From an optimization exercise on the open Yosys and OpenROAD flow, aimed at small area; shortcuts taken in it are not production practice. RTL that was checked went through simulation tests only; none was proved equivalent to the original. Power and IR drop assume default switching activity.

## old
## tm1628_ctrl
module tm1628_ctrl (
    input  wire       clk,
    input  wire       rst,
    input  wire       req_valid,
    output wire       req_ready,
    input  wire [7:0] req_data,
    output wire       rsp_valid,
    input  wire       rsp_ready,
    output reg  [7:0] rsp_data,
    output wire       stb,
    output wire       sclk,
    output wire       dio_out,
    output wire       dio_oe,
    input  wire       dio_in
);
    localparam O_CHAR2SEG = 5'b00000, O_RENDER   = 5'b00001, O_DECODE   = 5'b00010,
               O_PUSHKEY  = 5'b00011, O_GETBRT   = 5'b00100, O_GETMODE  = 5'b00101,
               O_POPKEY   = 5'b00110, O_SHOWKEYS = 5'b00111,
               O_SENDCMD  = 5'b01000, O_SENDBYTE = 5'b01001, O_READBYTE = 5'b01010,
               O_SCANKEYS = 5'b01011, O_INITSEQ  = 5'b01100, O_SETBRT   = 5'b01101,
               O_SETMODE  = 5'b01110,
               O_WRREG    = 5'b10000, O_WRRAWB   = 5'b10001, O_WRRAW    = 5'b10011,
               O_WRGRID   = 5'b11000, O_SETTXT   = 5'b11001, O_CLRKEYS  = 5'b11010,
               O_UNKNOWN  = 5'b11111;
    localparam K_SB = 3'd0, K_RB = 3'd1, K_CMD = 3'd2, K_WR = 3'd3, K_SCAN = 3'd4;
    localparam M_TAG  = 3'd0, M_ARG  = 3'd1, M_LEN0 = 3'd2, M_LEN1 = 3'd3,
               M_STR  = 3'd4, M_EXEC = 3'd5, M_XFER = 3'd6, M_RSP  = 3'd7;
    function [7:0] char2seg(input [7:0] c);
        reg [7:0] u;
        begin
            u = (c >= 8'h61 && c <= 8'h7A) ? c - 8'h20 : c;
            case (u)
                "0": char2seg = 8'h3F;  "1": char2seg = 8'h06;
                "2": char2seg = 8'h5B;  "3": char2seg = 8'h4F;
  ...
For scale: about 1300 cells after synthesis, ~370 flip-flops, ~15000 sq um of cells after synthesis.
Settings: LEC_CHECK=0, CAP_MARGIN=20, CORE_MARGIN=2, CORE_UTILIZATION=40, SLEW_MARGIN=20; clock period 10.0 ns.
standard.sh (not shown) runs the stock make flow with config.mk's settings and CLKGATE_MAP_FILE= SYNTH_SCRIPT=/design/flow/synth_recipe.tcl, a recipe that flattens the netlist after the stock synthesis.
==> flow/flow/run.sh <==
#!/bin/bash
# Standard layout, with these changes to how it is made: ABC maps the whole
# logic (adders included) with an area-oriented script, the port buffers are
# buf_1, and clock tree synthesis inserts no dummy loads.
set -euo pipefail
work=$(pwd)
rm -rf "$work/scripts"
cp -r "$FLOW_HOME/scripts" "$work/scripts"
cp "$work/flow/abc.script" "$work/scripts/abc_speed.script"
cts="-sink_clustering_enable -repair_clock_nets -sink_clustering_size 16 -sink_clustering_max_diameter 50 -buf_list sky130_fd_sc_hd__clkbuf_8 -dont_use_dummy_load"
bash "$work/standard.sh" "SCRIPTS_DIR=$work/scripts" "ADDER_MAP_FILE=" "CTS_ARGS=$cts" \
    "BUFFER_PORTS_ARGS=-inputs -outputs -buffer_cell sky130_fd_sc_hd__buf_1" finish > "$work/flow_make.log" 2>&1
==> flow/flow/abc.script <==
&get -n
&st
&dch -f
&nf -R 1000 -p
&put
mfs2
&get -n
&st
&dch -f
&nf -R 1000 -p
&put
mfs2
&get -n
&st
&dch -f
&nf -R 1000 -p
&put
topo
old completed every stage of the flow, and the final layout passed the timing, DRC and antenna checks.
#### Input delta (new over old)
-- flow/design.v --
<<< old, line 202
    always @(*) begin
        case (op)
            O_SENDBYTE, O_SENDCMD, O_WRREG: b0 = A[12];
            O_SCANKEYS:            b0 = 8'h42;
            O_WRGRID, O_SETTXT, O_CLRKEYS: b0 = {4'hC, cnt[2:0], 1'b0};
>>> new, line 202
    always @(*) begin
        case (op)
            O_SENDBYTE, O_SENDCMD: b0 = A[13];
            O_WRREG:               b0 = A[12];
            O_SCANKEYS:            b0 = 8'h42;
            O_WRGRID, O_SETTXT, O_CLRKEYS: b0 = {4'hC, cnt[2:0], 1'b0};
<<< old, line 214
            end
        endcase
        b1 = A[13];
    end
    wire [7:0] wbyte = (kind == K_WR && bc[3]) ? b1 : b0;
>>> new, line 215
            end
        endcase
        case (op)
            O_WRRAWB, O_WRRAW:     b1 = A[0];
            default:               b1 = A[13];
        endcase
    end
    wire [7:0] wbyte = (kind == K_WR && bc[3]) ? b1 : b0;
<<< old, line 352
        end
    end
    wire xfer_shift = (bus_done || mst == M_EXEC) && (op == O_WRRAWB || op == O_WRRAW);
    wire rsp_shift  = rsp_fire && (cnt != 5'd0) && (op == O_RENDER || op == O_SCANKEYS);
    wire arg_fire   = (mst == M_ARG) && req_valid;
    wire g_cap   = (mst == M_XFER) && gridop && !g_wr && !bc[3] && (gz == g_at);
    wire g_copy  = g_wr && gsrc;
    wire one_shift = (mst == M_EXEC) && (op == O_SENDBYTE || op == O_SENDCMD);
    wire a_shift = arg_fire || one_shift || rnd_new || g_copy || (hex_take && !rem[0]) ||
                   (bus_sample && bc[2:0] == 3'd0) || xfer_shift || rsp_shift;
    integer i;
>>> new, line 356
        end
    end
    wire xfer_shift = bus_done && (op == O_WRRAWB || op == O_WRRAW);
    wire rsp_shift  = rsp_fire && (cnt != 5'd0) && (op == O_RENDER || op == O_SCANKEYS);
    wire arg_fire   = (mst == M_ARG) && req_valid;
    wire g_cap   = (mst == M_XFER) && gridop && !g_wr && !bc[3] && (gz == g_at);
    wire g_copy  = g_wr && gsrc;
    wire a_shift = arg_fire || rnd_new || g_copy || (hex_take && !rem[0]) ||
                   (bus_sample && bc[2:0] == 3'd0) || xfer_shift || rsp_shift;
    integer i;
<<< old, line 376
        else if (g_cap)
            A[13] <= G[0];
        else if (xfer_shift)
            A[13] <= A[0];
        else if (rsp_shift || g_copy)
            A[13] <= 8'h00;
    end
>>> new, line 379
        else if (g_cap)
            A[13] <= G[0];
        else if (rsp_shift || xfer_shift || g_copy)
            A[13] <= 8'h00;
    end
--- outcome ---
- new vs old: growth of design area from synthesis to finish down in new
- Total power consumption of the routed design essentially unchanged between new and old.
- Total buffers and inverters traversed by the critical path delta for new relative to old: 1 higher
- Changes observed in new relative to old: non-clock buffer count went up by 2.1%, vias after detailed routing up 7.5%.
- When new is set beside old, its maximum vdd ir drop turns out to be 1.5% smaller.
- Net count after synthesis sits higher in new than in old.
- new vs. old: power density of the placed cells -0.52%; clock network fraction of design power -0.2 points.
- In new, the overall routed net length came out about 10% above the value in old.
- old and new ended up with roughly the same non-clock buffer share of cell area.
- Relative to old, final area increased by about 0.6% in new.
- old -> new: largest net degree at the start of global routing increased by a few percent
No functional check of the RTL was part of new.

## afterwards: timing with drivers on the ports
In the flow no input, the clock included, has a driving cell. The finished layouts below were timed again as built, in two steps.
Step 1: set_driving_cell puts a clkbuf_16 on clk and a buf_2 on each other input, an assumption about the parent block.
Step 2 moves the port delays by t, midway between the first and last clock arrival at a register: inputs arrive t later, outputs are due t later. That takes back most of the time a late clock gives input paths.
a / b / c = ideal ports / drivers / drivers and shift; a / b = the first two.
run | shift t [ns] | setup WS [ns] | clock arrival spread, ns
old | 0.589 | 3.118 / 3.073 / 3.662 | 0.078 / 0.079
new | 0.582 | 3.263 / 3.215 / 3.652 | 0.080 / 0.079
After both steps every run listed still meets setup and hold.
